Source: an optimization exercise on an open RTL-to-GDS flow (aim: small area, a short achievable clock period and few clock cycles per item). Production flows keep margins and buffers that such runs may drop.
Only simulation tests tie the RTL to the original design; equivalence was not proved.

==> flow/design.v (outline; a module is shown in full before it is edited, if it fits) <==
// module csg_gen: 1548 lines
// module csg_bd: 13 lines
// module csg_fa: 9 lines
// module csg_ha: 8 lines
module csg_gen (
    input  wire         clk,
    input  wire         rst_n,
    input  wire         start,
    input  wire         op_seed,
    input  wire [127:0] seed_x,
    input  wire [129:0] seed_u,
    output wire         done,
    output wire [127:0] x_out
);
  // ...
==> flow/run.sh <==
#!/bin/bash
# synth_recipe.tcl (not shown) runs the flow's synth.tcl, then flattens the netlist and writes it again
# the make line also repeats each setting of config.mk as NAME=value (left out here)
make -C /OpenROAD-flow-scripts/flow DESIGN_CONFIG=/design/flow/config.mk WORK_HOME=/design/flow/orfs CLKGATE_MAP_FILE= SYNTH_SCRIPT=/design/flow/synth_recipe.tcl finish
==> flow/config.mk <==
export PLATFORM = sky130hd
export DESIGN_NAME = csg_gen
export DESIGN_NICKNAME = csg_gen
export VERILOG_FILES = /design/flow/design.v
export SDC_FILE = /design/flow/constraint.sdc
export NUM_CORES = 4
export LEC_CHECK = 0
export CAP_MARGIN = 20
export CORE_MARGIN = 2
export CORE_UTILIZATION = 50
export SLEW_MARGIN = 20
export SYNTH_HIERARCHICAL = 1
export SYNTH_MINIMUM_KEEP_SIZE = 0
==> flow/constraint.sdc <==
create_clock -name core_clock -period 10.0 [get_ports {clk}]
set_input_delay 2.0000 -clock core_clock [delete_from_list [all_inputs] [get_ports {clk}]]
set_output_delay 2.0000 -clock core_clock [all_outputs]
set_load 0.01 [all_outputs]
==> results.yml, run 1 <==
timing:
  whs_ns: 0.3900
  post-route-min-period_ns: 5.631
  hold_violations: 0
final_layout:
  multi_input_area_share: 0.6520
  nFillCells: 15650
  final_common_cell: "xnor2_1"
  clkbuf_count: 137
  design.seq.count: 848
  multi_input_area_um2: 62050
floorplan:
  tap-cell-count: 2325
  boundaryPins: 391
synthesis:
  yosysTopAreaCell: "fa_1"
  synthAdderAreaFrac: 0.2838
grt:
  grt.met2_usage: 0.6606
  grt_use_met3: 0.09333
hold_path:
  min_to: "lo[47]$_DFFE_PP_"
  hold_path_depth: 0
route:
  wl_met2_mm: 175.3
  vias: 73950
  maxUsedRoutingLayer: "met5"
setup_path:
  worstPathMaxFanout: 5
  crit_end: "mreg[112]$_SDFFCE_PN0P_"
clocking:
  h-tree-depth: 3
  ctsRootBufferMaster: "clkbuf_16"
flow_run:
  cap_violations: 0
outcome:
  outcome: "complete, no violations"
placed_design:
  hpwl_mm: 306.7
Testbench counts, summed over its fixed seeds: cycles 30,432, draws 1,600.
==> run 2, diff against run 1 <==
--- a/flow/design.v
+++ b/flow/design.v
@@ -10,5 +10,5 @@
 );
-    reg [127:0] x_q;
+    reg [127:0] x_q;        
     reg [129:0] u_q;
-    reg [127:0] lo;
+    reg [127:0] lo;         
     reg [130:0] mreg;       
@@ -19,6 +19,7 @@
     reg [7:0]   bneg;       
-    reg         st_idle, st_p1, st_res1, st_p2, st_fin;
-    reg [3:0]   cnt;
+    reg         st_idle, st_p1, st_res1, st_p2, st_fin, st_sload;
+    reg [3:0]   cnt;        
     reg         exact;
-    reg         initsel;
+    reg         initsel;    
+    reg         ibias;      
     reg         p1last;
@@ -214,4 +215,5 @@
     wire [131:0] r7 = {~pt7[131], pt7[130:0]};
-    wire [131:0] sin = initsel ? {1'b1, 131'd0} : acc_s;
-    wire [131:0] cin = initsel ? 132'd0 : acc_c;
+    wire [131:0] sinit = ibias ? {1'b0, {83{1'b1}}, 48'd0} : {1'b1, 131'd0};
+    wire [131:0] sin   = initsel ? sinit : acc_s;
+    wire [131:0] cin   = initsel ? 132'd0 : acc_c;
     wire [147:0] ts, tc;
@@ -1410,7 +1412,10 @@
     assign tc = {1'b0, 1'b0, t2365, t2364, t2362, t2360, t2358, t2356, t2354, t2352, t2350, t2348, t2346, t2344, t2342, t2340, t2338, t2336, t2334, t2332, t2330, t2328, t2326, t2324, t2322, t2320, t2318, t2316, t2314, t2312, t2310, t2308, t2306, t2304, t2302, t2300, t2298, t2296, t2294, t2292, t2290, t2288, t2286, t2284, t2282, t2280, t2278, t2276, t2274, t2272, t2270, t2268, t2266, t2264, t2262, t2260, t2258, t2256, t2254, t2252, t2250, t2248, t2246, t2244, t2242, t2240, t2238, t2236, t2234, t2232, t2230, t2228, t2226, t2224, t2222, t2220, t2218, t2216, t2214, t2212, t2210, t2208, t2206, t2204, t2202, t2200, t2198, t2196, t2194, t2192, t2190, t2188, t2186, t2184, t2182, t2180, t2178, t2176, t2174, t2172, t2170, t2168, t2166, t2164, t2162, t2160, t2158, t2156, t2154, t2152, t2150, t2148, t2146, t2144, t2142, t2140, t2138, t2136, t2134, t2132, t2130, t2128, t2126, t2124, t2122, t2120, t2118, t2116, t2114, t2112, t2110, t2108, t2106, t2104, t2102, t2100, t2098, t2096, t2094, t2092, t2090, t2088, t2086, t2084, t2082, t2080, t2078, t2076};
-    wire [16:0]  lowsum = {1'b0, rs} + {1'b0, rc} + {16'd0, cy};
-    wire [147:0] big    = {acc_s, rs} + {acc_c, rc} + {147'd0, cy};
-    wire         c2     = (rs[1] & rc[1]) | ((rs[1] | rc[1]) & ((rs[0] & rc[0]) | ((rs[0] | rc[0]) & cy)));
-    wire [13:0]  ab_x   = rs[15:2] ^ rc[15:2];
-    wire [13:0]  ab_c   = {rs[14:2] & rc[14:2], c2};
+    wire [17:0]  lows2  = {1'b0, rs, 1'b1} + {1'b0, rc, cy};
+    wire [148:0] big2   = {acc_s, rs, 1'b1} + {acc_c, rc, cy};
+    wire [16:0]  lowsum = lows2[17:1];
+    wire [147:0] big    = big2[148:1];
+    wire [127:0] res    = big[143:16];
+    wire [3:0]   low3   = {1'b0, rs[2:0]} + {1'b0, rc[2:0]} + {3'd0, cy};
+    wire [12:0]  ab_x   = rs[15:3] ^ rc[15:3];
+    wire [12:0]  ab_c   = {rs[14:3] & rc[14:3], low3[3]};
     wire         amb    = &(ab_x ^ ab_c);
@@ -1419,2 +1424,3 @@
     wire acc_next = st_idle & start & ~op_seed;
+    wire fin_ok   = st_fin & ~redo;
     reg       n_idle, n_p1, n_res1, n_p2, n_fin;
@@ -1422,16 +1428,24 @@
     always @(*) begin
-        n_idle = st_idle & ~acc_next;
-        n_p1   = acc_next | (st_p1 & (cnt != 4'd7));
+        n_idle = (st_idle & ~start) | fin_ok | st_sload;
+        n_p1   = acc_next | (st_p1 & (cnt != 4'd7)) | redo;
         n_res1 = st_p1 & (cnt == 4'd7);
-        n_p2   = st_res1 | redo | (st_p2 & (cnt != (exact ? 4'd15 : 4'd8)));
+        n_p2   = st_res1 | (st_p2 & (cnt != (exact ? 4'd15 : 4'd8)));
         n_fin  = st_p2 & (cnt == (exact ? 4'd15 : 4'd8));
-        if (st_fin & ~redo) n_idle = 1'b1;
-        n_cnt  = (st_p1 | st_p2 | acc_next) ? cnt + 4'd1 : 4'd0;
+        if (acc_next | st_p1 | st_p2)
+            n_cnt = cnt + 4'd1;
+        else if (n_idle)
+            n_cnt = 4'd3;
+        else
+            n_cnt = 4'd0;
     end
-    wire [127:0] xs  = {~x_q[127], x_q[126:0]};
-    wire [2:0]   nd  = cnt[2:0] + 3'd1;
+    wire [127:0] xs      = {~x_q[127], x_q[126:0]};
+    wire [127:0] xs_res  = {~res[127], res[126:0]};
+    wire [127:0] xs_lo   = {~lo[127], lo[126:0]};
+    wire [2:0]   kn  = cnt[2:0] + 3'd1;
     wire [143:0] xse = {xs, 16'd0};
     reg  [16:0]  p1dig;
+    reg  [130:0] p1m;
+    integer      c;
     always @(*) begin
-        case (nd)
+        case (kn)
             3'd1:    p1dig = xse[16*2+15:16*1+15];
@@ -1445,3 +1459,20 @@
         endcase
+        for (c = 0; c < 8; c = c + 1) begin
+            if (c < kn)
+                p1m[16*c +: 16] = xse[16*c+15 +: 16];
+            else if (c == kn)
+                p1m[16*c +: 16] = xs[16*c +: 16];
+            else
+                p1m[16*c +: 16] = {16{xse[16*kn+31]}};
+        end
+        p1m[130:128] = {3{xse[16*kn+31]}};
     end
+    function [130:0] m3_of;
+        input [127:0] v;
+        m3_of = {{67{v[63]}}, v[63:48], v[46:0], 1'b0};
+    endfunction
+    function [130:0] m0_of;
+        input [127:0] v;
+        m0_of = {{115{v[15]}}, v[15:0]};
+    endfunction
     reg  [16:0] dnext;
@@ -1453,4 +1484,4 @@
             dnext = 17'd0;
-        else if (acc_seed)
-            dnext = {seed_x[15:0], 1'b0};
+        else if (st_sload)
+            dnext = xs[63:47];
         else if (acc_next | st_p1)
@@ -1458,9 +1489,9 @@
         else if (st_res1)
-            dnext = {big[15:0], 1'b0};
+            dnext = exact ? {lo[31:16], 1'b0} : {big[15:0], 1'b0};
         else if (st_p2)
-            dnext = {x_q[15:0], dq[16]};
+            dnext = exact ? {lo[31:16], dq[16]} : {x_q[15:0], dq[16]};
         else if (redo)
-            dnext = {lo[127:112], 1'b0};
+            dnext = {xs_lo[15:0], 1'b0};
         else if (st_fin)
-            dnext = {big[31:16], 1'b0};
+            dnext = xs_res[63:47];
         else
@@ -1475,4 +1506,2 @@
     endgenerate
-    wire [127:0] xs_seed = {~seed_x[127], seed_x[126:0]};
-    wire [127:0] xs_res  = {~big[143], big[142:16]};
     reg  [130:0] mnext;
@@ -1481,11 +1510,15 @@
         men   = 1'b1;
-        mnext = {{4{xs_res[127]}}, xs_res[126:0]};
+        mnext = p1m;
         if (!rst_n)
-            mnext = {4'b1111, 127'd0};
-        else if (acc_seed)
-            mnext = {{4{xs_seed[127]}}, xs_seed[126:0]};
+            mnext = 131'd0;
+        else if (st_sload)
+            mnext = m3_of(xs);
+        else if (acc_next | st_p1)
+            mnext = p1m;
         else if (st_res1)
             mnext = {1'b0, u_q};
-        else if (st_fin & ~redo)
-            mnext = {{4{xs_res[127]}}, xs_res[126:0]};
+        else if (redo)
+            mnext = m0_of(xs_lo);
+        else if (st_fin)
+            mnext = m3_of(xs_res);
         else
@@ -1505,7 +1538,5 @@
         cy    <= initsel ? 1'b0 : lowsum[16];
-        if (st_p2)
-            lo <= {x_q[15:0], lo[127:16]};
-        else if (!st_fin)
-            lo <= {big[15:0], lo[127:16]};
-        if (acc_seed)
+        if (!rst_n)
+            u_q <= 130'd0;
+        else if (acc_seed)
             u_q <= seed_u;
@@ -1517,5 +1548,7 @@
             st_fin  <= 1'b0;
-            cnt     <= 4'd0;
+            st_sload <= 1'b0;
+            cnt     <= 4'd3;
             exact   <= 1'b0;
             initsel <= 1'b1;
+            ibias   <= 1'b1;
             p1last  <= 1'b0;
@@ -1529,6 +1562,8 @@
             st_fin  <= n_fin;
+            st_sload <= acc_seed;
             cnt     <= n_cnt;
-            initsel <= n_idle | (n_p2 & (st_res1 | redo));
-            p1last  <= st_p1 & (cnt == 4'd6);
-            done_q  <= acc_seed | (st_fin & ~redo);
+            initsel <= n_idle | st_res1 | redo;
+            ibias   <= n_idle;
+            p1last  <= n_p1 & (n_cnt == 4'd7);
+            done_q  <= st_sload | fin_ok;
             if (redo)
@@ -1539,6 +1574,14 @@
                 x_q <= seed_x;
-            else if (st_res1 | (st_fin & ~redo))
-                x_q <= big[143:16];
+            else if (st_res1 | fin_ok)
+                x_q <= res;
             else if (st_p2)
                 x_q <= {lo[15:0], x_q[127:16]};
+            else if (redo)
+                x_q <= lo;
+            if (st_idle)
+                lo <= x_q;
+            else if (exact & (st_p1 | st_res1))
+                lo <= {big[15:0], lo[127:16]};
+            else if (exact & st_p2)
+                lo <= {x_q[15:0], lo[127:16]};
         end
--- a/flow/config.mk
+++ b/flow/config.mk
@@ -7,6 +7,6 @@
 export LEC_CHECK = 0
-export CAP_MARGIN = 20
+export CAP_MARGIN = 40
 export CORE_MARGIN = 2
 export CORE_UTILIZATION = 50
-export SLEW_MARGIN = 20
+export SLEW_MARGIN = 40
 export SYNTH_HIERARCHICAL = 1
==> run 2 against run 1 <==
Effect of this change: still clean on timing, DRC and antenna; sequential share of layout area down 2.9 points; global-route usage up 2.9 points; count of clock-buffer cells in the layout down 3; critical path depth down 2.
==> results.yml, run 2 <==
route:
  wl_met1_mm: 167.4
  maxUsedRoutingLayer: "met5"
  drtIter0Drc: 13320
  wl_per_cell_um: 37.97
  vias: 85140
  dr.pass1.iters: 7
  drt-total-wl_mm: 462.2
  dr_wl_met3_mm: 59.02
  drc_errors: 0
  drt-vias-per-instance: 6.993
  antenna_left: 0
  wl_met2_mm: 195.1
timing:
  setup-tns-final_ns: 0
  rsz0062_at_grt: "no"
  hold_violations: 0
  slew-limit-headroom: 0.2766
  timing.final.ws_setup_ns: 4.434
  skew_ns: 0.04125
  tightest_slew_ns: 1.074
  whs_ns: 0.4651
  final_max_slew_viol_count: 0
  finalSetupViolCount: 0
  max_freq_ghz: 0.1797
  post-route-min-period_ns: 5.566
  fin_crit_sh: 0.5566
synthesis:
  synth_edf_count: 284
  async_flop_share: 0
  synthAdderAreaFrac: 0.2644
  ys.flop_type: "dfxtp_1"
  synth_area_um2: 93270
  yosysTopAreaCell: "fa_1"
  synthMuxAreaShare: 0.02596
  synth_common_cells: "1,127 x xnor2_1, 1,104 x a22oi_1, 1,054 x fa_1"
  synth.area.top_cells: "fa_1 23%, dfxtp_1 12%, xnor2_1 11%, edfxtp_1 9.1%, a22oi_1 8.9%"
  yosysSeqAreaShare: 0.2127
  synth_top_family_by_area: "adder cells"
  synth_compound_area_frac: 0.2297
  yosys_register_bits: 849
  yosys.area.top_type_share: 0.2262
  ys_warn_count: 7
  yosysMostFrequentCell: "xnor2_1"
  syn_area_per_cell_um2: 9.425
  synth-xor-area-share: 0.1200
  synth_cell_types: 96
  syn-instance-count: 9896
  yosys.area_share.simple: 0.09303
outcome:
  outcome: "complete, no violations"
clocking:
  cts_buffers: 105
  ctsHoldBuffers: 0
  cts_sinks: 849
  postCtsResizedCells: 0
  ctsRootBufferMaster: "clkbuf_16"
  h-tree-depth: 3
  clk_path_buf_depth: 3
  cts_setup_buffers: 0
  tritoncts: "done"
  clk_pin_slew_ns: 0.07
  worstSkewPairLatency_ns: 0.80
final_layout:
  regMostFlops: "mreg"
  nets: 11180
  largest_reg_flops: 131
  drive_gt1_frac: 0.08623
  final_common_cell: "xnor2_1"
  syn2layout_area_growth_pct: 10.18
  mostFrequentLayoutCells: "1,122 x xnor2_1, 1,104 x a22oi_1, 1,054 x fa_1"
setup_path:
  crit_type: "reg2reg"
  worstPathCellList: "ha_1, a21oi_1, o21ai_0, a221oi_4, a211oi_2, a221oi_2, or3b_4, xnor2_1, nor2_1, a211oi_1, a31oi_1, o21ai_0, nand2_1, a32o_1"
  path_buf_inv: 0
  cp_slowest_stage_delay_ns: 0.81
  reg2reg_slack_ns: 4.43
  cp-start-kind: "flip-flop"
  cpMostUsedCell: "o21ai_0"
  worstPathMaxFanout: 6
  setup.worst_path.end_class: "flip-flop"
  crit_family: "compound AO/OA/AOI/OAI gates"
  cp.arrival_ns: 6.12
  worstPathRequired_ns: 10.55
  crit_slowest_cell: "a221oi_2"
hold_path:
  hold_path_class: "reg2reg"
floorplan:
  die-height_um: 435.9
  initial_core_util: 0.5030
  rows: 158
  fp.dieArea_um2: 190000
  core_area_um2: 185400
  chipWidth_um: 435.9
  boundaryPins: 391
grt:
  grt_pass1_vias: 82850
  antenna_found_initial: 37
  grt_pass1_wl_mm: 641.0
  track_usage: 0.4732
  grt_max_degree: 120
  grt.overflow.total: 0
placed_design:
  gp_congestion: 1.066
  hpwl_mm: 349.9
  portBuffers: 390
  post-place-ws_ns: 3.948
flow_run:
  cap_violations: 0
run 2: changes by cell type after synthesis, moves of 74 or more:
cell	previous run	this run
edfxtp_1	414	284
a21boi_0	11	149
dfxtp_1	434	565
nand2_1	619	902
mux2i_1	34	108
mux2_2	2	117
o21ai_0	338	548
clkbuf_1	670	842
run 2: metal layers:
metal	track usage	up-vias
met5	0	-
met4	0.3324	28
met3	0.1426	1486
met2	0.6912	6460
met1	0.5979	42840
li1	-	34330
run 2: per-module statistics from Yosys, one instance, submodules excluded:
module | cells inside | copies in the design | flops+latches | area [µm²]
csg_fa | 1 | 1041 | 0 | 20.02
csg_gen | 8280 | 1 | 849 | 67330
csg_bd | 5 | 88 | 0 | 38.79
csg_ha | 1 | 135 | 0 | 12.51
run 2: area by class of cell:
| class | count | area, µm² |
|---|---|---|
| flip-flops and latches | 849 | 19860 |
| multi-input cells | 7801 | 69300 |
| fillers | 16930 | 82670 |
| inverters | 179 | 671.9 |
| diodes | 23 | 57.56 |
| clock buffers | 134 | 2974 |
| clock inverters | 63 | 651.9 |
| well taps | 2480 | 3103 |
| repair buffers | 646 | 6150 |
run 2: per-stage QoR:
| step | cells | utilization | area, µm² |
|---|---|---|---|
| 2_1_floorplan | 9897 | - | 93280 |
| 3_3_place_gp | 11920 | 0.5274 | 97800 |
| 3_5_place_dp | 11940 | 0.5326 | 98770 |
| 4_1_cts | 12140 | 0.5522 | 102400 |
| 5_1_grt | 12150 | 0.5539 | 102700 |
| 6_report | 12180 | 0.5542 | 102800 |
run 2: path summary, 6_finish.rpt:
check                                          from                   end  cells after the start
worst max-delay path               acc_s[3]$_DFF_P_  dq[13]$_SDFFCE_PN0P_                     14
worst min-delay path            u_q[6]$_SDFFE_PN0P_   u_q[6]$_SDFFE_PN0P_                      2
worst max register to register     acc_s[3]$_DFF_P_  dq[13]$_SDFFCE_PN0P_                     14
worst min register to register  u_q[6]$_SDFFE_PN0P_   u_q[6]$_SDFFE_PN0P_                      2
run 2: worst register-to-register path: stages, from the launching register on:
cell and delay (ns):
dfxtp_1 0.31, ha_1 0.44, a21oi_1 0.35, o21ai_0 0.25, a221oi_4 0.50, a211oi_2 0.25, a221oi_2 0.81, or3b_4 0.51
xnor2_1 0.65, nor2_1 0.29, a211oi_1 0.35, a31oi_1 0.07, o21ai_0 0.20, nand2_1 0.08, a32o_1 0.27
run 2: kinds of logic after synthesis:
kind of cell,after synthesis
flip-flops,849
AND/OR/NAND/NOR,1866
XOR/XNOR,1278
other,1
buffers and inverters,1247
adder cells (fa/ha/maj),1339
AO/OA/AOI/OAI,3090
multiplexers,226
Testbench counts of run 2, summed over its fixed seeds: cycles 25,664, draws 1,600.

==> afterwards: timing with drivers on the ports <==
How much do the figures lean on ideal ports? The routed layouts below were timed once more, with nothing changed but the port constraints.
Step 1 sets driving cells, clkbuf_16 on the clock port and buf_2 on the other inputs (assumed; they add their load-dependent delay and slew).
Step 2 moves the port delays by t, midway between the first and last clock arrival at a register: inputs arrive t later, outputs are due t later. That takes back most of the time a late clock gives input paths.
Slacks: ideal ports / drivers / drivers and shift; pairs: ideal ports / drivers.
| run | t, ns | setup WS [ns] | hold slack, ns | latest minus earliest clock arrival (ns) |
|---|---|---|---|---|
| run 1 | 0.876 | 4.369 / 4.369 / 4.369 | 0.390 / 0.390 / 0.390 | 0.063 / 0.064 |
| run 2 | 0.886 | 4.434 / 4.434 / 3.749 | 0.465 / 0.465 / 0.465 | 0.042 / 0.042 |
After both steps setup and hold are still met in every run listed. For run 2, which loses most, drivers alone change the setup slack by 0.000 ns; drivers and shift together by -0.685 ns.
